What follows belongs to an exercise in optimizing a design on an open flow for a short achievable clock period and few clock cycles; a production flow would make more cautious choices.
Function was checked by simulation only, so behaviour that the tests miss may differ from the original.
Power and IR drop assume default switching activity.

### design/flow/run.sh
#!/bin/bash
# synth_recipe.tcl (not shown) runs the flow's synth.tcl, then flattens the netlist and writes it again
# the make line also repeats each setting of config.mk as NAME=value (left out here)
make -C /OpenROAD-flow-scripts/flow DESIGN_CONFIG=/design/flow/config.mk WORK_HOME=/design/flow/orfs CLKGATE_MAP_FILE= SYNTH_SCRIPT=/design/flow/synth_recipe.tcl finish
### design/flow/config.mk
export PLATFORM = sky130hd
export DESIGN_NAME = lcd_draw
export DESIGN_NICKNAME = lcd_draw
export VERILOG_FILES = /design/flow/design.v
export SDC_FILE = /design/flow/constraint.sdc
export NUM_CORES = 4
export LEC_CHECK = 0
export ABC_CLOCK_PERIOD_IN_PS = 2500
export CAP_MARGIN = 20
export CORE_MARGIN = 2
export CORE_UTILIZATION = 40
export SETUP_SLACK_MARGIN = 4.0
export SLEW_MARGIN = 20
export TNS_END_PERCENT = 100
### design/flow/constraint.sdc
create_clock -name core_clock -period 7.0 [get_ports {clk}]
set_input_delay 1.4000 -clock core_clock [delete_from_list [all_inputs] [get_ports {clk}]]
set_output_delay 1.4000 -clock core_clock [all_outputs]
set_load 0.01 [all_outputs]
### design/flow/design.v
module lcd_packer (
    input  wire         clk,
    input  wire         rst,
    input  wire         sq_valid,
    input  wire [131:0] sq_data,    
    input  wire [7:0]   sq_end,     
    input  wire [2:0]   sq_endf,    
    input  wire         sq_clr,     
    output wire         sq_pop,
    output reg          out_valid,
    output wire [15:0]  out_data,
    output wire         out_last,
    input  wire         out_ready,
    output reg  [9:0]   wtaken      
);
    reg [131:0] acc;
    reg [7:0]   nb;        
    reg         g16, g32, g48;   
    reg [9:0]   wc;        
    reg         wc_end;    
    reg [16:0]  q0, q1;    
    reg         qfull;     
    wire emit  = g16 && !qfull;
    wire merge = sq_valid && (emit ? !g32 : !g16);
    assign sq_pop = merge;
    wire [16:0] w_new = {wc_end, acc[131:116]};
    wire        pop   = out_valid && out_ready;
    assign out_data  = q0[15:0];
    assign out_last  = q0[16];
    always @(posedge clk) begin
        if (rst) begin
            acc       <= 132'd0;
            nb        <= 8'd0;
            g16       <= 1'b0;
            g32       <= 1'b0;
            g48       <= 1'b0;
            wc        <= 10'd0;
            wc_end    <= 1'b0;
            out_valid <= 1'b0;
            qfull     <= 1'b0;
            wtaken    <= 10'd0;
        end else begin
            if (merge && sq_clr)
                acc <= 132'd0;
            else
                acc <= (emit ? {acc[115:0], 16'd0} : acc) | (merge ? sq_data : 132'd0);
            if (merge) begin
                nb  <= sq_end;
                g16 <= sq_endf[0];
                g32 <= sq_endf[1];
                g48 <= sq_endf[2];
            end else if (emit) begin
                nb  <= {nb[7:4] - 4'd1, nb[3:0]};
                g16 <= g32;
                g32 <= g48;
                g48 <= (nb >= 8'd64);
            end
            if (merge && sq_clr) begin
                wc     <= 10'd0;
                wc_end <= 1'b0;
            end else if (emit) begin
                wc     <= wc_end ? 10'd0 : wc + 10'd1;
                wc_end <= (wc == 10'd574);
            end
            if (pop && !emit) begin
                out_valid <= qfull;
                qfull     <= 1'b0;
            end else if (emit && !pop) begin
                out_valid <= 1'b1;
                qfull     <= out_valid;
            end
            if (pop)
                wtaken <= wtaken + 10'd1;
        end
        if (pop) begin
            if (qfull) q0 <= q1;
            else       q0 <= w_new;
        end else if (emit) begin
            if (!out_valid) q0 <= w_new;
            else            q1 <= w_new;
        end
    end
endmodule
module lcd_frame (
    input  wire         clk,
    input  wire         rst,
    input  wire         in_valid,
    input  wire [116:0] in_bits,
    input  wire [3:0]   in_off,
    input  wire [7:0]   in_end,
    input  wire [2:0]   in_endf,
    input  wire         in_clr,
    output reg          out_valid,
    output wire [131:0] out_data,
    output wire [7:0]   out_end,
    output wire [2:0]   out_endf,
    output wire         out_clr,
    input  wire         out_pop
);
    reg [131:0] d0, d1, d2, d3;
    reg [11:0]  e0, e1, e2, e3;    
    reg [1:0]   wp, rp;
    reg [2:0]   count;
    wire [131:0] aligned = {in_bits, 15'd0} >> in_off;
    assign out_data = (rp == 2'd0) ? d0 : (rp == 2'd1) ? d1 : (rp == 2'd2) ? d2 : d3;
    wire [11:0] eh  = (rp == 2'd0) ? e0 : (rp == 2'd1) ? e1 : (rp == 2'd2) ? e2 : e3;
    assign out_end  = eh[7:0];
    assign out_endf = eh[10:8];
    assign out_clr  = eh[11];
    wire [2:0] count_n = count + {2'd0, in_valid} - {2'd0, out_pop};
    always @(posedge clk) begin
        if (rst) begin
            count     <= 3'd0;
            out_valid <= 1'b0;
            wp        <= 2'd0;
            rp        <= 2'd0;
        end else begin
            count     <= count_n;
            out_valid <= (count_n != 3'd0);
            if (in_valid)
                wp <= wp + 2'd1;
            if (out_pop)
                rp <= rp + 2'd1;
        end
        if (in_valid) begin
            case (wp)
                2'd0: begin d0 <= aligned; e0 <= {in_clr, in_endf, in_end}; end
                2'd1: begin d1 <= aligned; e1 <= {in_clr, in_endf, in_end}; end
                2'd2: begin d2 <= aligned; e2 <= {in_clr, in_endf, in_end}; end
                default: begin d3 <= aligned; e3 <= {in_clr, in_endf, in_end}; end
            endcase
        end
    end
endmodule
module lcd_draw (
    input  wire        clk,
    input  wire        rst,
    input  wire        cmd_valid,
    output wire        cmd_ready,
    input  wire [7:0]  cmd_op,
    input  wire [15:0] cmd_a,
    input  wire [15:0] cmd_b,
    input  wire [15:0] cmd_c,
    input  wire [15:0] cmd_d,
    input  wire [15:0] cmd_e,
    output reg         rsp_valid,
    output reg  [7:0]  rsp_status,
    output wire        out_valid,
    output wire [15:0] out_data,
    output wire        out_last,
    input  wire        out_ready
);
    localparam [7:0] OP_PUSH     = 8'h01;
    localparam [7:0] OP_TEARDOWN = 8'h02;
    localparam [7:0] OP_WRREG    = 8'h10;
    localparam [7:0] OP_WRDAT8   = 8'h11;
    localparam [7:0] OP_WRDAT16  = 8'h12;
    localparam [7:0] OP_SETWIN   = 8'h20;
    localparam [7:0] OP_ARMRAM   = 8'h21;
    localparam [7:0] OP_SETCUR   = 8'h22;
    localparam [7:0] OP_POINT    = 8'h30;
    localparam [7:0] OP_FILL     = 8'h31;
    localparam [7:0] OP_CLEAR    = 8'h32;
    localparam [7:0] OP_LINE     = 8'h33;
    localparam [7:0] OP_RECT     = 8'h34;
    localparam [7:0] OP_FRECT    = 8'h35;
    localparam [7:0] OP_CIRCLE   = 8'h36;
    localparam [7:0] OP_INIT     = 8'h50;
    localparam [7:0] OP_SETCOLORS= 8'h51;
    localparam [7:0] ST_OK   = 8'h00;
    localparam [7:0] ST_OPEN = 8'hFE;   
    localparam [7:0] ST_ARG  = 8'hFD;   
    localparam [7:0] RAMCMD = 8'h2C;
    localparam [7:0] COLCMD = 8'h2A;
    localparam [7:0] ROWCMD = 8'h2B;
    localparam [4:0] G_IDLE  = 5'd0;
    localparam [4:0] G_CHK   = 5'd1;
    localparam [4:0] G_CHK2  = 5'd2;
    localparam [4:0] G_DEC   = 5'd3;
    localparam [4:0] G_FILL  = 5'd4;
    localparam [4:0] G_FEND  = 5'd5;
    localparam [4:0] G_LS0   = 5'd6;
    localparam [4:0] G_LS1   = 5'd7;
    localparam [4:0] G_LS2   = 5'd8;
    localparam [4:0] G_LS3   = 5'd9;
    localparam [4:0] G_LS4   = 5'd10;
    localparam [4:0] G_LA    = 5'd11;
    localparam [4:0] G_LB    = 5'd12;
    localparam [4:0] G_LPLOT = 5'd13;
    localparam [4:0] G_CITER = 5'd14;
    localparam [4:0] G_CPREP = 5'd15;
    localparam [4:0] G_CPLOT = 5'd16;
    localparam [4:0] G_CNEXT = 5'd17;
    localparam [4:0] G_CUPD1 = 5'd18;
    localparam [4:0] G_CUPD2 = 5'd19;
    localparam [4:0] G_DONE  = 5'd20;
    localparam [2:0] K_FRAME = 3'd0;    
    localparam [2:0] K_ARM   = 3'd1;
    localparam [2:0] K_RAW   = 3'd2;
    localparam [2:0] K_D16   = 3'd3;
    localparam [2:0] K_FILLD = 3'd4;
    localparam [2:0] K_CLEAR = 3'd5;
    localparam [3:0] SQ_DEPTH = 4'd4;
    localparam [2:0] RQ_DEPTH = 3'd4;
    reg  [87:0] cq0, cq1;
    reg         cq_occ0, cq_occ1;
    reg         cq_wp, cq_rp;
    reg         cmd_ready_r;
    assign cmd_ready = cmd_ready_r;
    wire        cq_acc = cmd_valid && cmd_ready_r;
    wire        cq_hv  = cq_rp ? cq_occ1 : cq_occ0;
    wire [87:0] cq_hd  = cq_rp ? cq1 : cq0;
    wire        cq_pop;
    always @(posedge clk) begin
        if (!cq_occ0) cq0 <= {cmd_op, cmd_a, cmd_b, cmd_c, cmd_d, cmd_e};
        if (!cq_occ1) cq1 <= {cmd_op, cmd_a, cmd_b, cmd_c, cmd_d, cmd_e};
    end
    wire occ0_n = (cq_occ0 && !(cq_pop && !cq_rp)) || (cq_acc && !cq_wp);
    wire occ1_n = (cq_occ1 && !(cq_pop &&  cq_rp)) || (cq_acc &&  cq_wp);
    wire wp_n   = cq_wp ^ cq_acc;
    always @(posedge clk) begin
        if (rst) begin
            cq_occ0     <= 1'b0;
            cq_occ1     <= 1'b0;
            cq_wp       <= 1'b0;
            cq_rp       <= 1'b0;
            cmd_ready_r <= 1'b0;
        end else begin
            cq_occ0     <= occ0_n;
            cq_occ1     <= occ1_n;
            cq_wp       <= wp_n;
            cq_rp       <= cq_rp ^ cq_pop;
            cmd_ready_r <= wp_n ? !occ1_n : !occ0_n;
        end
    end
    reg        ready;
    reg        orient;
    reg [15:0] fg;
    reg [4:0]  gst;
    reg [15:0] ra, rb, rc, rd, re;
    reg [7:0]  st;               
    reg        c_known, c_raw, c_d16, c_win, c_arm, c_cur, c_pt, c_fill, c_fchk,
               c_line, c_rect, c_circ, c_tear, c_init, c_setc;
    reg        c_single;         
    reg [8:0]  raw_cw;
    reg        bad_fill, bad_init, bad_circ;
    reg         fr_valid;
    reg [2:0]   fr_kind;
    reg [6:0]   fr_len;
    reg [15:0]  fr_x0, fr_y0, fr_x1, fr_y1, fr_col;
    reg         fr_orient;
    reg [8:0]   fr_raw;
    reg [2:0]   fr_m;
    reg         f2_valid;
    reg [116:0] f2_bits;
    reg [3:0]   f2_off;
    reg [7:0]   f2_end;
    reg [2:0]   f2_endf;
    reg         f2_clr;
    reg [3:0]   f2_wadd;
    reg [3:0]  soff;
    reg [9:0]  wg;
    reg [3:0]  sq_cred;
    reg [2:0]  rq_cred;
    wire       seg_room = (sq_cred != 4'd0);
    wire       rsp_room = (rq_cred != 3'd0);
    reg        pend1, pend2, pend3;
    reg [7:0]  pend1_st, pend2_st, pend3_st;
    reg [15:0] fwm1, fhm1;           
    reg [13:0] fq;                   
    reg        fq_zero, fq_one;
    reg        fwq_zero, fwq_one;    
    reg [15:0] frow;                 
    reg        frow_zero, frow_one;
    reg [6:0]  flast_len;            
    reg [2:0]  flast_m;
    reg [15:0] lx1, ly1, lx2, ly2, lx, ly, adx, ady, ldist, lcnt;
    reg [16:0] dxp, dyp;
    reg [15:0] dxm, dym;
    reg        adx_gt;
    reg        sxn, syn;
    reg [17:0] ex, ey, kx, ky, ex_s, ex_n, ey_s, ey_n;
    reg        sgx, sgy;
    reg [15:0] lx_p, lx_m, ly_p, ly_m;
    reg        lcnt_zero;
    reg [1:0]  side;
    reg signed [17:0] cx, cy, cyi, ndxy;       
    reg signed [17:0] cx_p, cy_m, ndxy_m1, ndxy_m2;
    reg signed [19:0] cd, ca, cb;              
    reg signed [19:0] cd_a, cd_b, ca_4, cb_4, cb_8;
    reg        cneg;
    reg        cfill;
    reg [15:0] yrem;
    reg        yi_last;
    reg [2:0]  ck;
    reg [15:0] p_xpu, p_xmu, p_xpv, p_xmv, p_ypu, p_ymu, p_ypv, p_ymv;
    reg        rq;               
    reg        done;             
    always @(*) begin
        rq = 1'b0;
        done = 1'b0;
        case (gst)
        G_DEC: begin
            if (st != ST_OK || c_setc) begin
                done = rsp_room;
            end else if (c_single) begin
                rq = seg_room && rsp_room;
                done = rq;
            end else if (c_fill) begin
                rq = seg_room;
            end
        end
        G_FILL, G_FEND, G_LPLOT, G_CPLOT: rq = seg_room;
        G_DONE: done = rsp_room;
        default: ;
        endcase
    end
    wire sq_pop;
    wire rsend;
    assign cq_pop = (gst == G_IDLE) && cq_hv;
    wire [15:0] h_a = cq_hd[79:64];
    wire [15:0] h_b = cq_hd[63:48];
    wire [15:0] h_c = cq_hd[47:32];
    wire [15:0] h_d = cq_hd[31:16];
    wire [15:0] h_e = cq_hd[15:0];
    wire [7:0]  h_op = cq_hd[87:80];
    reg h_known;
    always @(*) begin
        case (h_op)
            OP_PUSH, OP_TEARDOWN, OP_WRREG, OP_WRDAT8, OP_WRDAT16,
            OP_SETWIN, OP_ARMRAM, OP_SETCUR, OP_POINT, OP_FILL,
            OP_CLEAR, OP_LINE, OP_RECT, OP_FRECT, OP_CIRCLE,
            OP_INIT, OP_SETCOLORS: h_known = 1'b1;
            default: h_known = 1'b0;
        endcase
    end
    wire [15:0] cpx = ck[2] ? (ck[0] ? p_xmv : p_xpv) : (ck[0] ? p_xmu : p_xpu);
    wire [15:0] cpy = ck[2] ? (ck[1] ? p_ymu : p_ypu) : (ck[1] ? p_ymv : p_ypv);
    always @(posedge clk) begin
        if (rst) begin
            gst        <= G_IDLE;
            ready      <= 1'b0;
            orient     <= 1'b0;
            fg         <= 16'd0;
            fr_valid   <= 1'b0;
            st         <= ST_OK;
        end else begin
            fr_valid <= rq;
            case (gst)
            G_IDLE: begin
                c_known <= h_known;
                c_raw  <= (h_op == OP_PUSH) || (h_op == OP_WRREG) || (h_op == OP_WRDAT8);
                c_d16  <= (h_op == OP_WRDAT16);
                c_win  <= (h_op == OP_SETWIN);
                c_arm  <= (h_op == OP_ARMRAM);
                c_cur  <= (h_op == OP_SETCUR);
                c_pt   <= (h_op == OP_POINT);
                c_fill <= (h_op == OP_FILL) || (h_op == OP_FRECT) || (h_op == OP_CLEAR);
                c_fchk <= (h_op == OP_FILL) || (h_op == OP_FRECT);
                c_line <= (h_op == OP_LINE);
                c_rect <= (h_op == OP_RECT);
                c_circ <= (h_op == OP_CIRCLE);
                c_tear <= (h_op == OP_TEARDOWN);
                c_init <= (h_op == OP_INIT);
                c_setc <= (h_op == OP_SETCOLORS);
                raw_cw <= (h_op == OP_PUSH)  ? h_a[15:7] :
                          (h_op == OP_WRREG) ? {1'b0, h_a[7:0]} : {1'b1, h_a[7:0]};
                if (h_op == OP_CLEAR) begin
                    ra <= 16'd0; rb <= 16'd0; rc <= 16'd239; rd <= 16'd319; re <= h_a;
                end else if (h_op == OP_FRECT) begin
                    ra <= h_a; rb <= h_b; rc <= h_c; rd <= h_d; re <= fg;
                end else begin
                    ra <= h_a; rb <= h_b; rc <= h_c; rd <= h_d; re <= h_e;
                end
                if (cq_hv) gst <= G_CHK;
            end
            G_CHK: begin
                bad_fill <= c_fchk && ((rc < ra) || (rd < rb));
                bad_init <= (ra[7:0] > 8'd1);
                bad_circ <= c_circ && (rd[7:0] > 8'd1);
                c_single <= c_init || c_tear || c_raw || c_arm || c_d16 || c_win || c_cur || c_pt;
                fwm1     <= rc - ra;
                fhm1     <= rd - rb;
                fr_kind   <= c_raw ? K_RAW : c_arm ? K_ARM : c_d16 ? K_D16 :
                             (c_init || c_tear) ? K_CLEAR : K_FRAME;
                fr_len    <= (c_raw || c_arm) ? 7'd9 : c_d16 ? 7'd18 :
                             (c_init || c_tear) ? 7'd0 : c_win ? 7'd90 :
                             (c_cur || c_fill) ? 7'd99 : 7'd117;
                fr_x0     <= ra;
                fr_y0     <= rb;
                fr_x1     <= (c_win || c_fill) ? rc : ra;
                fr_y1     <= (c_win || c_fill) ? rd : rb;
                fr_col    <= c_d16 ? ra : rc;
                fr_orient <= orient;
                fr_raw    <= raw_cw;
                side <= 2'd0;
                lx1 <= ra; ly1 <= rb; lx2 <= rc; ly2 <= c_rect ? rb : rd;
                cfill <= rd[0];
                cx    <= 18'sd0;
                cy    <= $signed({2'b00, rc});
                ndxy  <= $signed({2'b00, rc});
                cd    <= 20'sd3 - $signed({3'd0, rc, 1'b0});
                ca    <= 20'sd6;
                cb    <= 20'sd10 - $signed({2'd0, rc, 2'b00});
                gst <= G_CHK2;
            end
            G_CHK2: begin
                st <= !c_known ? ST_ARG :
                      c_init ? (bad_init ? ST_ARG : ST_OK) :
                      c_setc ? ST_OK :
                      !ready ? ST_OPEN :
                      (bad_fill || bad_circ) ? ST_ARG : ST_OK;
                fq        <= fwm1[15:2];
                fq_zero   <= (fwm1[15:2] == 14'd0);
                fq_one    <= (fwm1[15:2] == 14'd1);
                fwq_zero  <= (fwm1[15:2] == 14'd0);
                fwq_one   <= (fwm1[15:2] == 14'd1);
                frow      <= fhm1;
                frow_zero <= (fhm1 == 16'd0);
                frow_one  <= (fhm1 == 16'd1);
                flast_m   <= {1'b0, fwm1[1:0]} + 3'd1;
                case (fwm1[1:0])
                    2'd0: flast_len <= 7'd18;
                    2'd1: flast_len <= 7'd36;
                    2'd2: flast_len <= 7'd54;
                    default: flast_len <= 7'd72;
                endcase
                gst <= G_DEC;
            end
            G_DEC: begin
                if (st != ST_OK) begin
                    if (done) gst <= G_IDLE;
                end else if (c_setc) begin
                    if (done) begin fg <= ra; gst <= G_IDLE; end
                end else if (c_single) begin
                    if (done) begin
                        if (c_init) begin orient <= ra[0]; ready <= 1'b1; end
                        if (c_tear) ready <= 1'b0;
                        gst <= G_IDLE;
                    end
                end else if (c_fill) begin
                    if (rq) gst <= G_FILL;
                end else if (c_line || c_rect) begin
                    gst <= G_LS0;
                end else begin
                    gst <= G_CITER;
                end
            end
            G_FILL: begin
                fr_kind <= K_FILLD;
                fr_col  <= re;
                fr_m    <= fq_zero ? flast_m : 3'd4;
                fr_len  <= fq_zero ? flast_len : 7'd72;
                if (rq) begin
                    if (!fq_zero) begin
                        fq      <= fq - 14'd1;
                        fq_zero <= fq_one;
                        fq_one  <= (fq == 14'd2);
                    end else if (frow_zero) begin
                        gst <= G_FEND;
                    end else begin
                        frow      <= frow - 16'd1;
                        frow_zero <= frow_one;
                        frow_one  <= (frow == 16'd2);
                        fq        <= fwm1[15:2];
                        fq_zero   <= fwq_zero;
                        fq_one    <= fwq_one;
                    end
                end
            end
            G_FEND: begin
                fr_kind <= K_FRAME;
                fr_len  <= 7'd99;
                fr_x0   <= 16'd0;
                fr_y0   <= 16'd0;
                fr_x1   <= 16'd239;
                fr_y1   <= 16'd319;
                if (rq) gst <= G_DONE;
            end
            G_LS0: begin
                dxp <= {1'b0, lx2} - {1'b0, lx1};
                dyp <= {1'b0, ly2} - {1'b0, ly1};
                dxm <= lx1 - lx2;
                dym <= ly1 - ly2;
                lx  <= lx1;
                ly  <= ly1;
                gst <= G_LS1;
            end
            G_LS1: begin
                sxn <= dxp[16];
                syn <= dyp[16];
                adx <= dxp[16] ? dxm : dxp[15:0];
                ady <= dyp[16] ? dym : dyp[15:0];
                gst <= G_LS2;
            end
            G_LS2: begin
                adx_gt <= adx > ady;
                gst    <= G_LS3;
            end
            G_LS3: begin
                ldist <= adx_gt ? adx : ady;
                gst   <= G_LS4;
            end
            G_LS4: begin
                ex   <= {2'b00, adx} + {2'b11, ~ldist};
                ey   <= {2'b00, ady} + {2'b11, ~ldist};
                kx   <= {2'b00, adx} - {2'b00, ldist};
                ky   <= {2'b00, ady} - {2'b00, ldist};
                lcnt <= ldist;
                lcnt_zero <= (ldist == 16'd0);
                gst  <= G_LA;
            end
            G_LA: begin
                ex_s <= ex + kx;
                ex_n <= ex + {2'b00, adx};
                ey_s <= ey + ky;
                ey_n <= ey + {2'b00, ady};
                sgx  <= ex[17];
                sgy  <= ey[17];
                lx_p <= lx + 16'd1;
                lx_m <= lx - 16'd1;
                ly_p <= ly + 16'd1;
                ly_m <= ly - 16'd1;
                gst  <= G_LB;
            end
            G_LB: begin
                ex <= sgx ? ex_n : ex_s;
                ey <= sgy ? ey_n : ey_s;
                if (!sgx) lx <= sxn ? lx_m : lx_p;
                if (!sgy) ly <= syn ? ly_m : ly_p;
                gst <= G_LPLOT;
            end
            G_LPLOT: begin
                fr_kind <= K_FRAME;
                fr_len  <= 7'd117;
                fr_x0   <= lx;
                fr_y0   <= ly;
                fr_x1   <= lx;
                fr_y1   <= ly;
                fr_col  <= fg;
                case (side)
                    2'd0: begin lx1 <= ra; ly1 <= rb; lx2 <= ra; ly2 <= rd; end
                    2'd1: begin lx1 <= ra; ly1 <= rd; lx2 <= rc; ly2 <= rd; end
                    default: begin lx1 <= rc; ly1 <= rb; lx2 <= rc; ly2 <= rd; end
                endcase
                if (rq) begin
                    if (!lcnt_zero) begin
                        lcnt      <= lcnt - 16'd1;
                        lcnt_zero <= (lcnt == 16'd1);
                        gst       <= G_LA;
                    end else if (c_rect && side != 2'd3) begin
                        side <= side + 2'd1;
                        gst  <= G_LS0;
                    end else begin
                        gst <= G_DONE;
                    end
                end
            end
            G_CITER: begin
                cyi     <= cfill ? cx : cy;
                yrem    <= cfill ? ndxy[15:0] : 16'd0;
                yi_last <= !cfill || (ndxy == 18'sd0);
                if (ndxy[17])
                    gst <= G_DONE;       
                else
                    gst <= G_CPREP;
            end
            G_CPREP: begin
                p_xpu <= ra + cx[15:0];
                p_xmu <= ra - cx[15:0];
                p_xpv <= ra + cyi[15:0];
                p_xmv <= ra - cyi[15:0];
                p_ypu <= rb + cx[15:0];
                p_ymu <= rb - cx[15:0];
                p_ypv <= rb + cyi[15:0];
                p_ymv <= rb - cyi[15:0];
                ck    <= 3'd0;
                gst   <= G_CPLOT;
            end
            G_CPLOT: begin
                fr_kind <= K_FRAME;
                fr_len  <= 7'd117;
                fr_x0   <= cpx;
                fr_y0   <= cpy;
                fr_x1   <= cpx;
                fr_y1   <= cpy;
                fr_col  <= fg;
                if (rq) begin
                    ck <= ck + 3'd1;
                    if (ck == 3'd7) gst <= G_CNEXT;
                end
            end
            G_CNEXT: begin
                cyi     <= cyi + 18'sd1;
                yrem    <= yrem - 16'd1;
                yi_last <= (yrem == 16'd1);
                if (yi_last)
                    gst <= G_CUPD1;
                else
                    gst <= G_CPREP;
            end
            G_CUPD1: begin
                cneg    <= cd[19];
                cd_a    <= cd + ca;
                cd_b    <= cd + cb;
                ca_4    <= ca + 20'sd4;
                cb_4    <= cb + 20'sd4;
                cb_8    <= cb + 20'sd8;
                cx_p    <= cx + 18'sd1;
                cy_m    <= cy - 18'sd1;
                ndxy_m1 <= ndxy - 18'sd1;
                ndxy_m2 <= ndxy - 18'sd2;
                gst     <= G_CUPD2;
            end
            G_CUPD2: begin
                cd   <= cneg ? cd_a : cd_b;
                ca   <= ca_4;
                cb   <= cneg ? cb_4 : cb_8;
                cx   <= cx_p;
                if (!cneg) cy <= cy_m;
                ndxy <= cneg ? ndxy_m1 : ndxy_m2;
                gst  <= G_CITER;
            end
            G_DONE: begin
                if (done) gst <= G_IDLE;
            end
            default: gst <= G_IDLE;
            endcase
        end
    end
    wire [8:0] c_first  = {1'b0, fr_orient ? ROWCMD : COLCMD};
    wire [8:0] c_second = {1'b0, fr_orient ? COLCMD : ROWCMD};
    wire [116:0] frame13 = {c_first, 1'b1, fr_y0[15:8], 1'b1, fr_y0[7:0], 1'b1, fr_y1[15:8], 1'b1, fr_y1[7:0],
                            c_second, 1'b1, fr_x0[15:8], 1'b1, fr_x0[7:0], 1'b1, fr_x1[15:8], 1'b1, fr_x1[7:0],
                            1'b0, RAMCMD, 1'b1, fr_col[15:8], 1'b1, fr_col[7:0]};
    wire [17:0]  pix    = {1'b1, fr_col[15:8], 1'b1, fr_col[7:0]};
    wire [116:0] pix4   = {pix, pix, pix, pix, 45'd0};
    reg  [116:0] fmask;
    always @(*) begin
        case (fr_len)
            7'd90:   fmask = {{90{1'b1}}, 27'd0};
            7'd99:   fmask = {{99{1'b1}}, 18'd0};
            default: fmask = {117{1'b1}};
        endcase
    end
    reg  [116:0] pmask;
    always @(*) begin
        case (fr_m)
            3'd1:    pmask = {{18{1'b1}}, 99'd0};
            3'd2:    pmask = {{36{1'b1}}, 81'd0};
            3'd3:    pmask = {{54{1'b1}}, 63'd0};
            default: pmask = {{72{1'b1}}, 45'd0};
        endcase
    end
    reg [116:0] fbits;
    always @(*) begin
        case (fr_kind)
            K_FRAME: fbits = frame13 & fmask;
            K_ARM:   fbits = {1'b0, RAMCMD, 108'd0};
            K_RAW:   fbits = {fr_raw, 108'd0};
            K_D16:   fbits = {pix, 99'd0};
            K_FILLD: fbits = pix4 & pmask;
            default: fbits = 117'd0;
        endcase
    end
    wire [7:0] s_sum  = {4'd0, soff} + {1'b0, fr_len};
    wire       fr_clr = (fr_kind == K_CLEAR);
    always @(posedge clk) begin
        if (rst) begin
            f2_valid <= 1'b0;
            soff     <= 4'd0;
            wg       <= 10'd0;
        end else begin
            f2_valid <= fr_valid;
            if (fr_valid)
                soff <= fr_clr ? 4'd0 : s_sum[3:0];
            if (f2_valid && !f2_clr)
                wg <= wg + {6'd0, f2_wadd};
        end
        f2_bits <= fbits;
        f2_off  <= soff;
        f2_end  <= fr_clr ? 8'd0 : s_sum;
        f2_endf <= fr_clr ? 3'd0 : {s_sum >= 8'd48, s_sum >= 8'd32, s_sum >= 8'd16};
        f2_clr  <= fr_clr;
        f2_wadd <= s_sum[7:4];
    end
    always @(posedge clk) begin
        if (rst) begin
            sq_cred <= SQ_DEPTH;
            rq_cred <= RQ_DEPTH;
        end else begin
            sq_cred <= sq_cred - {3'd0, rq} + {3'd0, sq_pop};
            rq_cred <= rq_cred - {2'd0, done} + {2'd0, rsend};
        end
    end
    wire         sq_valid, sq_clr;
    wire [131:0] sq_data;
    wire [7:0]   sq_end;
    wire [2:0]   sq_endf;
    wire [9:0]   wtaken;
    lcd_frame u_frame (
        .clk(clk), .rst(rst),
        .in_valid(f2_valid), .in_bits(f2_bits), .in_off(f2_off),
        .in_end(f2_end), .in_endf(f2_endf), .in_clr(f2_clr),
        .out_valid(sq_valid), .out_data(sq_data), .out_end(sq_end),
        .out_endf(sq_endf), .out_clr(sq_clr), .out_pop(sq_pop)
    );
    lcd_packer u_packer (
        .clk(clk), .rst(rst),
        .sq_valid(sq_valid), .sq_data(sq_data), .sq_end(sq_end),
        .sq_endf(sq_endf), .sq_clr(sq_clr), .sq_pop(sq_pop),
        .out_valid(out_valid), .out_data(out_data), .out_last(out_last),
        .out_ready(out_ready), .wtaken(wtaken)
    );
    reg [7:0]  rs0, rs1, rs2, rs3;
    reg [9:0]  rt0, rt1, rt2, rt3;
    reg [3:0]  rok;
    reg [1:0]  rq_wp, rq_rp;
    reg        rq_nz;
    reg [2:0]  rq_n;
    wire [7:0] rh_s = (rq_rp == 2'd0) ? rs0 : (rq_rp == 2'd1) ? rs1 : (rq_rp == 2'd2) ? rs2 : rs3;
    wire [9:0] rd0 = wtaken - rt0;
    wire [9:0] rd1 = wtaken - rt1;
    wire [9:0] rd2 = wtaken - rt2;
    wire [9:0] rd3 = wtaken - rt3;
    assign rsend = rq_nz && rok[rq_rp];
    wire [2:0] rq_n_n = rq_n + {2'd0, pend3} - {2'd0, rsend};
    always @(posedge clk) begin
        if (rst) begin
            pend1      <= 1'b0;
            pend2      <= 1'b0;
            pend3      <= 1'b0;
            rq_wp      <= 2'd0;
            rq_rp      <= 2'd0;
            rq_n       <= 3'd0;
            rq_nz      <= 1'b0;
            rok        <= 4'd0;
            rsp_valid  <= 1'b0;
            rsp_status <= 8'd0;
        end else begin
            pend1 <= done;
            pend2 <= pend1;
            pend3 <= pend2;
            rq_n  <= rq_n_n;
            rq_nz <= (rq_n_n != 3'd0);
            if (pend3) rq_wp <= rq_wp + 2'd1;
            if (rsend) rq_rp <= rq_rp + 2'd1;
            rsp_valid  <= rsend;
            rsp_status <= rh_s;
            rok[0] <= !(pend3 && rq_wp == 2'd0) && !rd0[9];
            rok[1] <= !(pend3 && rq_wp == 2'd1) && !rd1[9];
            rok[2] <= !(pend3 && rq_wp == 2'd2) && !rd2[9];
            rok[3] <= !(pend3 && rq_wp == 2'd3) && !rd3[9];
        end
        pend1_st <= st;
        pend2_st <= pend1_st;
        pend3_st <= pend2_st;
        if (pend3) begin
            case (rq_wp)
                2'd0: begin rs0 <= pend3_st; rt0 <= wg; end
                2'd1: begin rs1 <= pend3_st; rt1 <= wg; end
                2'd2: begin rs2 <= pend3_st; rt2 <= wg; end
                default: begin rs3 <= pend3_st; rt3 <= wg; end
            endcase
        end
    end
endmodule
==> results of run 1 <==
layout make-up:
type	instances	area share, %
sequential	2352	50.7
inverter	456	1.35
clock inverter	130	1.11
clock buffer	352	5.56
tap	3781	3.59
antenna	5	0.00948
multi-input combinational	6641	35.2
timing repair buffer	355	2.51
through the flow:
step / instance area, sq um / hold slack, ns / power [uW] / std cells
floorplan: 116000 / 0.310 / 27000 / 9988
global placement: 121000 / 0.313 / 31400 / 13464
detailed placement: 121000 / 0.313 / 31700 / 13465
CTS: 131000 / 0.324 / 46100 / 14002
global route: 132000 / 0.326 / 48300 / 14068
finish: 132000 / 0.325 / 46300 / 14072
worst register-to-register path: stages, from the launching register on:
cell	delay, ns
edfxtp_1	0.71
inv_1	0.35
ha_1	0.34
or3_1	0.39
o21ai_0	0.20
a21oi_2	0.09
buf_4	0.15
buf_4	0.13
a31o_2	0.23
a21oi_1	0.20
xnor2_1	0.09
path summary, 6_finish.rpt:
| kind | to | slack (ns) | start | depth (start not counted) |
|---|---|---|---|---|
| hold reg to reg | pend3_st[0] | 0.32 | pend2_st[0] | 0 |
| setup / recovery | fwm1[10] | 3.86 | ra[6] | 10 |
| setup reg to reg | fwm1[10] | 3.86 | ra[6] | 10 |
| hold / removal | pend3_st[0] | 0.32 | pend2_st[0] | 0 |
report_power, final:
part / leakage, uW / internal (uW) / switching (uW) / total [uW]
combinational: 0.0222 / 4520 / 8320 / 12800
clock: 0.00429 / 8240 / 5870 / 14100
sequential: 0.0212 / 17800 / 1610 / 19400
registers in the layout, summed over array words and instances, names as in the netlist, 20 cells and up:
register and cells:
u_frame.d1 132, u_frame.d0 132, ca 20, ca_4 20
u_packer.acc 132, cd_a 20, cd_b 20, cq0 88
cq1 88, u_frame.d2 132, cb_4 20, f2_bits 105
cd 20, cb 20, u_frame.d3 132
cells in the mapped netlist (47+ instances only):
cell,n
mux2_2,122
dfxtp_1,373
a31oi_1,175
xnor2_1,426
nand3_1,164
nor3_1,175
and3_1,67
xor2_1,186
buf_1,82
clkbuf_1,436
o21a_1,60
mux4_2,82
nand2_1,1093
nand2b_1,69
a21o_1,100
a22oi_1,72
o211ai_1,49
or3_1,47
inv_1,448
nor4_1,78
and2_1,118
ha_1,475
nor2_1,704
nor2b_1,111
mux2i_1,545
a211oi_1,61
a21oi_1,567
edfxtp_1,1979
o21ai_0,632
a22o_1,49
timing repair:
action | CTS | global route
endpoints found under the setup margin | 1355 | 472
gates cloned | 1 | 0
buffers inserted | 54 | 63
gates resized for setup | 154 | 137
pin swaps | 18 | 63
logic make-up after synthesis:
group | count (synthesis)
XOR/XNOR | 612
AO/OA/AOI/OAI | 2014
flip-flops | 2352
buffers and inverters | 996
multiplexers | 749
AND/OR/NAND/NOR | 2760
adder cells (fa/ha/maj) | 505
per-layer routing:
layer | vias up | part of all wire [%]
met2 | 2853 | 46
li1 | 36480 | -
met1 | 39192 | 43
met3 | 695 | 6.5
met5 | - | 0.016
met4 | 8 | 4.5
==> notes.md, run 1 <==
I/O Buffers 119; gate count after technology mapping approximately 10000; ratio of cells with drive above 1 in the final layout a little over a tenth; met3 GRT Util approximately 2.9%; Largest delay share family, worst path compound AO/OA/AOI/OAI gates; clock sinks between 2000 and 2500; post-layout minimum cycle time ~3.1 ns; Clock H-tree levels 5; average footprint of a synthesized cell about 12 sq um; post-layout util a little under half; number of placement rows about 200; transition time at the pin with the least slew margin 1.33 ns; combined area of the multi-input logic cells around 46000 sq um; CTS root buffer clkbuf_16; dominant combinational cell family by area after synthesis simple AND/OR/NAND/NOR gates; master of the slowest instance on the critical path edfxtp_1; Filler cells approximately 26000; maximum number of buffers from clock root to sink 4; portion of synthesized cell area occupied by the leading cell type around 51%; final worst path period share about 45%; Total Wirelength between 300000 and 400000 um; hold bufs inserted after CTS 0; number of I/O pins 120; cells taking the most area after synthesis edfxtp_1 (51%), dfxtp_1 (6.4%), ha_1 (5.1%); Max Cap Viol 0; worst max-slew margin expressed relative to the limit approximately 11%; status timing/DRC/antenna clean; worst hold path type flop to flop; initial drt markers ~7700; DRC violations left 0; worst setup slack after layout 3.86 ns; vias post-DR between 70000 and 80000; first-pass GRT wire length about 500000 um; cell breakdown of the critical path inv_1 -> ha_1 -> or3_1 -> o21ai_0 -> a21oi_2 -> buf_4 -> buf_4 -> a31o_2 -> a21oi_1 -> xnor2_1; effective utilization at floorplan between 40 and 50%; LEAKAGE ~0.048 uW; global-route congestion overflow total 0; number of failing hold endpoints at the final stage 0; met1 demand-to-capacity share in global routing between 30 and 40%; post-synthesis sequential element count around 2400; nets in the synthesized netlist 10585; arithmetic-cell share of the synthesized area counting full adders, half adders and majority gates between 5 and 6%; count of nets left with antenna violations after detail routing 0; number of iterations in the first detailed-routing pass 6; synthesis-to-finish area growth 13.8%; aggregate global-route resource usage around 22%; maximum net fanout on the critical path 9; Max VDD drop approximately 300 uV; Synth Area in XOR/XNOR between 4 and 5%; Crit path arrival time 3.76 ns; Std-Cell Core Area about 290000 sq um; skew final around 0.083 ns; multiplexer share of the synthesized area roughly 7.5%; most frequently used flop master after synthesis edfxtp_1; clock transition at the registers of the reported paths around 0.06 ns; number of nets at the end of the flow approximately 11000; Most Used Layer, Global Route met2; async set or reset register ratio after synthesis 0%; RSZ-0062 raised after global routing yes; die outline width about 540 um; Sequential Area 66900 sq um; Post-synth EDFFs 1979; routability congestion estimate between 0.9 and 1; YS warnings 3; Detail Placement HPWL between 200000 and 250000 um; commonest non-fill, non-tap cells in the layout edfxtp_1 (1979), nand2_1 (1088), nor2_1 (696), o21ai_0 (617), mux2i_1 (545); die height roughly 540 um; timing-limited maximum frequency approximately 0.32 GHz; via/cell ratio between 5 and 6; post-place setup slack ~2.9 ns; Final Max Slew Viols 0; startpoint class of the critical path flop; largest net degree at the start of global routing 233; endpoint required time on the critical path ~7.6 ns; most common library cell in the layout ignoring fill and taps edfxtp_1; max incr delay on CP a little over 0.7 ns; met2 usage in global routing between 30% and 40%; Setup TNS 0 ns; cell with the most instances on the worst path buf_4; cell type with the largest total area after synthesis edfxtp_1; clock latency reported for the late side of the worst-skew pair 0.91 ns; clock buffer count from CTS 269; CTS tree built; number of buffer and inverter stages on the critical path 3; number of global-route vias before repair 77093; Worst setup EP type flop; power per unit of standard cell area around 350 nW/um^2; area enclosed by the die boundary between 200000 and 300000 sq um; Routed wire per std cell about 24 um; area of the mapped netlist 116000 sq um; post-synthesis share of cell area spent on and, or, nand and nor gates 10.8%; number of antenna violations at the first check in global routing 14; number of failing setup endpoints in the final timing report 0; count of different cell masters after synthesis 87; startpoint-to-endpoint class of the critical path flop to flop; share of the yosys chip area belonging to registers between 50% and 60%; compound-gate portion of the synthesized area approximately a tenth
Testbench counts, summed over its fixed seeds: cycles 326,841.
==> inputs of run 2 (changes only) <==
==> design/flow/flow/run.sh (new file) <==
#!/bin/bash
# Layout flow: the standard flow (standard.sh, unchanged synthesis, floorplan,
# power grid, placement, CTS and routing), with two resizer settings changed:
#   MATCH_CELL_FOOTPRINT=0  lets timing repair resize cells to other footprints
#   BUFFER_PORTS_ARGS       buffers the ports with buf_4 instead of the default pick
# Each make step writes its own log under orfs/logs; the make output goes to standard.log.
set -euo pipefail
bash standard.sh MATCH_CELL_FOOTPRINT=0 "BUFFER_PORTS_ARGS=-buffer_cell sky130_fd_sc_hd__buf_4" finish > standard.log 2>&1
==> design/flow/standard.sh (new file) <==
#!/bin/bash
# synth_recipe.tcl (not shown) runs the flow's synth.tcl, then flattens the netlist and writes it again
# the make line also repeats each setting of config.mk as NAME=value (left out here)
make -C /OpenROAD-flow-scripts/flow DESIGN_CONFIG=/design/flow/config.mk WORK_HOME=/design/flow/orfs CLKGATE_MAP_FILE= SYNTH_SCRIPT=/design/flow/synth_recipe.tcl "${@:-finish}"
--- a/design/flow/config.mk
+++ b/design/flow/config.mk
@@ -7,3 +7,3 @@
 export LEC_CHECK = 0
-export ABC_CLOCK_PERIOD_IN_PS = 2500
+export ABC_CLOCK_PERIOD_IN_PS = 2000
 export CAP_MARGIN = 20
@@ -11,3 +11,5 @@
 export CORE_UTILIZATION = 40
-export SETUP_SLACK_MARGIN = 4.0
+export CTS_CLUSTER_DIAMETER = 100
+export CTS_CLUSTER_SIZE = 30
+export SETUP_SLACK_MARGIN = 4.6
 export SLEW_MARGIN = 20
removed: design/flow/run.sh
==> run 2 against run 1 <==
  * Still clean on timing, DRC and antenna
  * Clock skew is 0.0098 ns lower
  * Synthesized cell count did not move
  * Routed wire length rose by 5.9%
  * Critical endpoint is now p_xpv[14]
==> notes.md, run 2 <==
status timing/DRC/antenna clean; count of nets left with antenna violations after detail routing 0 (unchanged); nets in the synthesized netlist 10585 (unchanged); endpoint required time on the critical path 7.53 ns (-0.09 ns); async set or reset register ratio after synthesis 0% (unchanged); total power 42600 uW (-8.0%); routability congestion estimate 0.977 (+2.6%); skew final 0.0730 ns (-0.00979 ns); maximum net fanout on the critical path 3 (-6); area enclosed by the die boundary 294000 sq um (unchanged); final worst path period share 41.7% (-3.1 points); Final Max Slew Viols 0 (unchanged); most frequently used flop master after synthesis edfxtp_1; Area after DPL 121000 sq um (-0.22%); commonest non-fill, non-tap cells in the layout edfxtp_1 (1979), nand2_1 (1070), nor2_1 (660), buf_4 (581), mux2i_1 (529); Filler cells 25445 (-2.0%); timing-limited maximum frequency 0.343 GHz (+7.5%); clock transition at the registers of the reported paths 0.12 ns (+0.06 ns); LEAKAGE 0.0491 uW (+2.9%); Sequential Area 67000 sq um (about the same); number of antenna violations at the first check in global routing 17 (+3); post-synthesis sequential element count 2352 (unchanged); maximum number of buffers from clock root to sink 3 (-1); Total Wirelength 360000 um (+5.9%); global-route congestion overflow total 0 (unchanged); post-layout minimum cycle time 2.92 ns (-0.220 ns); number of nets at the end of the flow 11056 (+3.6%); number of failing hold endpoints at the final stage 0 (unchanged); number of iterations in the first detailed-routing pass 6 (unchanged); count of different cell masters after synthesis 87 (unchanged); number of failing setup endpoints in the final timing report 0 (unchanged); combined area of the multi-input logic cells 50600 sq um (+9.2%); list of most frequent post-synthesis cells edfxtp_1 (1979), nand2_1 (1093), nor2_1 (704); startpoint class of the critical path flop; Crit path arrival time 3.45 ns (-0.31 ns); Max VDD drop 281 uV (-6.1%); Clock H-tree levels 3 (-2); most numerous cell in the Yosys netlist edfxtp_1; clock latency reported for the late side of the worst-skew pair 0.84 ns (-0.07 ns); effective utilization at floorplan 40.2% (unchanged); average footprint of a synthesized cell 11.6 sq um (unchanged); worst hold path type flop to flop; DRC violations left 0 (unchanged); number of I/O pins 120 (unchanged); I/O Buffers 119 (unchanged); Setup TNS 0 ns (unchanged); number of placement rows 197 (unchanged); startpoint-to-endpoint class of the critical path flop to flop; initial drt markers 8466 (+10%); Post-synth EDFFs 1979 (unchanged); Worst setup EP type flop; via/cell ratio 5.65 (+0.43%); final std cell area, no fill 137000 sq um (+3.5%); YS warnings 3 (unchanged); gate count after technology mapping 9988 (unchanged); share of the yosys chip area belonging to registers 57.7% (unchanged); aggregate global-route resource usage 23.3% (+0.83 points); CTS tree built; cells taking the most area after synthesis edfxtp_1 (51%), dfxtp_1 (6.4%), ha_1 (5.1%); Max Cap Viol 0 (unchanged); RSZ-0062 raised after global routing yes; die outline width 542 um (unchanged); die height 542 um (unchanged); transition time at the pin with the least slew margin 1.09 ns (-0.237 ns); number of global-route vias before repair 77886 (+1.0%); largest net degree at the start of global routing 122 (-48%); smallest hold slack 0.336 ns (+0.0113 ns); clock sinks 2352 (unchanged); worst max-slew margin expressed relative to the limit 27.1% (+16 points); CTS root buffer clkbuf_16; Detail Placement HPWL 232000 um (-2.2%); cell type with the largest total area after synthesis edfxtp_1; most common library cell in the layout ignoring fill and taps edfxtp_1; area of the mapped netlist 116000 sq um (unchanged); vias post-DR 80992 (+2.2%); first-pass GRT wire length 515000 um (+2.7%); power per unit of standard cell area 312 nW/um^2 (-11%); Routed wire per std cell 25.1 um (+4.0%); portion of synthesized cell area occupied by the leading cell type 51.3% (unchanged); clock buffer count from CTS 100 (-63%); ratio of cells with drive above 1 in the final layout 20.5% (+9.9 points); Std-Cell Core Area 288000 sq um (unchanged); synthesis-to-finish area growth 17.8%
run 2: cells by family after synthesis:
kind of cell / after synthesis / synth area share [%]
buf+inv: 996 / 3.27
mux: 749 / 7.48
flops: 2352 / 57.7
simple gates: 2760 / 10.8
fa+ha+maj: 505 / 5.64
xor+xnor: 612 / 4.62
compound gates: 2014 / 10.5
run 2: final cells by class:
type,instances,share of cell area [%]
Antenna cell,6,0.0110
Clock buffer,137,2.01
Clock inverter,43,0.422
Inverter,456,1.37
Multi-Input combinational cell,6650,37.1
Sequential cell,2352,49.0
Tap cell,3781,3.46
Timing Repair Buffer,897,6.60
Timing Repair inverter,2,0.0147
run 2: critical path, cell delays in order (launching register included):
cell	delay, ns
edfxtp_1	0.46
buf_6	0.14
buf_6	0.09
ha_4	0.13
inv_2	0.04
fa_2	0.36
o21bai_1	0.17
a21o_1	0.22
a21oi_4	0.09
o31ai_4	0.31
a211oi_2	0.15
o41ai_2	0.24
a21oi_1	0.13
xnor2_1	0.13
run 2: what timing repair did:
action	CTS	global route
endpoints found under the setup margin	2632	1352
cloned	35	11
hold buffers	0	0
resized for setup	1110	471
pin swaps	385	336
hold endpoints to repair	0	0
buffers inserted	453	168
run 2: stage by stage:
stage / utilization, % / cells / setup slack (ns)
3_5_place_dp: 42.0 / 13471 / 3.03
3_3_place_gp: 41.9 / 13470 / 2.82
4_1_cts: 46.2 / 14139 / 3.98
6_report: 47.4 / 14324 / 4.08
2_1_floorplan: - / 9988 / -0.289
5_1_grt: 47.4 / 14318 / 3.95
run 2: worst paths after layout:
kind                                  start           to  slack (ns)  cells after the start
worst max-delay path                  ra[0]    p_xpv[14]        4.08                     13
worst min-delay path            pend1_st[0]  pend2_st[0]        0.34                      0
worst max register to register        ra[0]    p_xpv[14]        4.08                     13
worst min register to register  pend1_st[0]  pend2_st[0]        0.34                      0
run 2: power breakdown:
part	switching, uW	leakage, uW	internal (uW)
logic	9680	0.0263	6150
clock network	4710	0.00159	2980
registers	1390	0.0212	17700
total	15800	0.0491	26900
run 2: routing by layer:
layer	global-route usage, %	vias to the layer above	part of all wire (%)
met3	3.03	649	6.6
met4	10.6	8	5.1
li1	-	37110	-
met2	38.6	3034	48
met5	0	-	0.016
met1	30.4	40191	41

==> static timing again, ports no longer ideal <==
In the flow no input, the clock included, has a driving cell. The finished layouts below were timed again as built, in two steps.
Step 1, drivers: a clkbuf_16 drives clk and a buf_2 each remaining input, both assumed.
Step 2 times the ports against the registers' clock, not the clock port: input delays grow and output delays shrink by t, the midpoint of the rising clock arrivals with the driver on.
Three values: no drivers, after step 1, after step 2; two values: the first two.
run	shift t [ns]	slack for setup (ns)	latest minus earliest clock arrival (ns)	slew at the worst register clock pin (ns)	cell pins on the clock port's net
run 1	0.973	3.861 / 3.861 / 3.240	0.090 / 0.090	0.07 / 0.07	1
run 2	0.904	4.081 / 4.081 / 3.673	0.073 / 0.073	0.12 / 0.12	1
After both steps setup and hold are still met in every run listed. For run 1, which loses most, drivers alone change the setup slack by 0.000 ns; drivers and shift together by -0.621 ns.
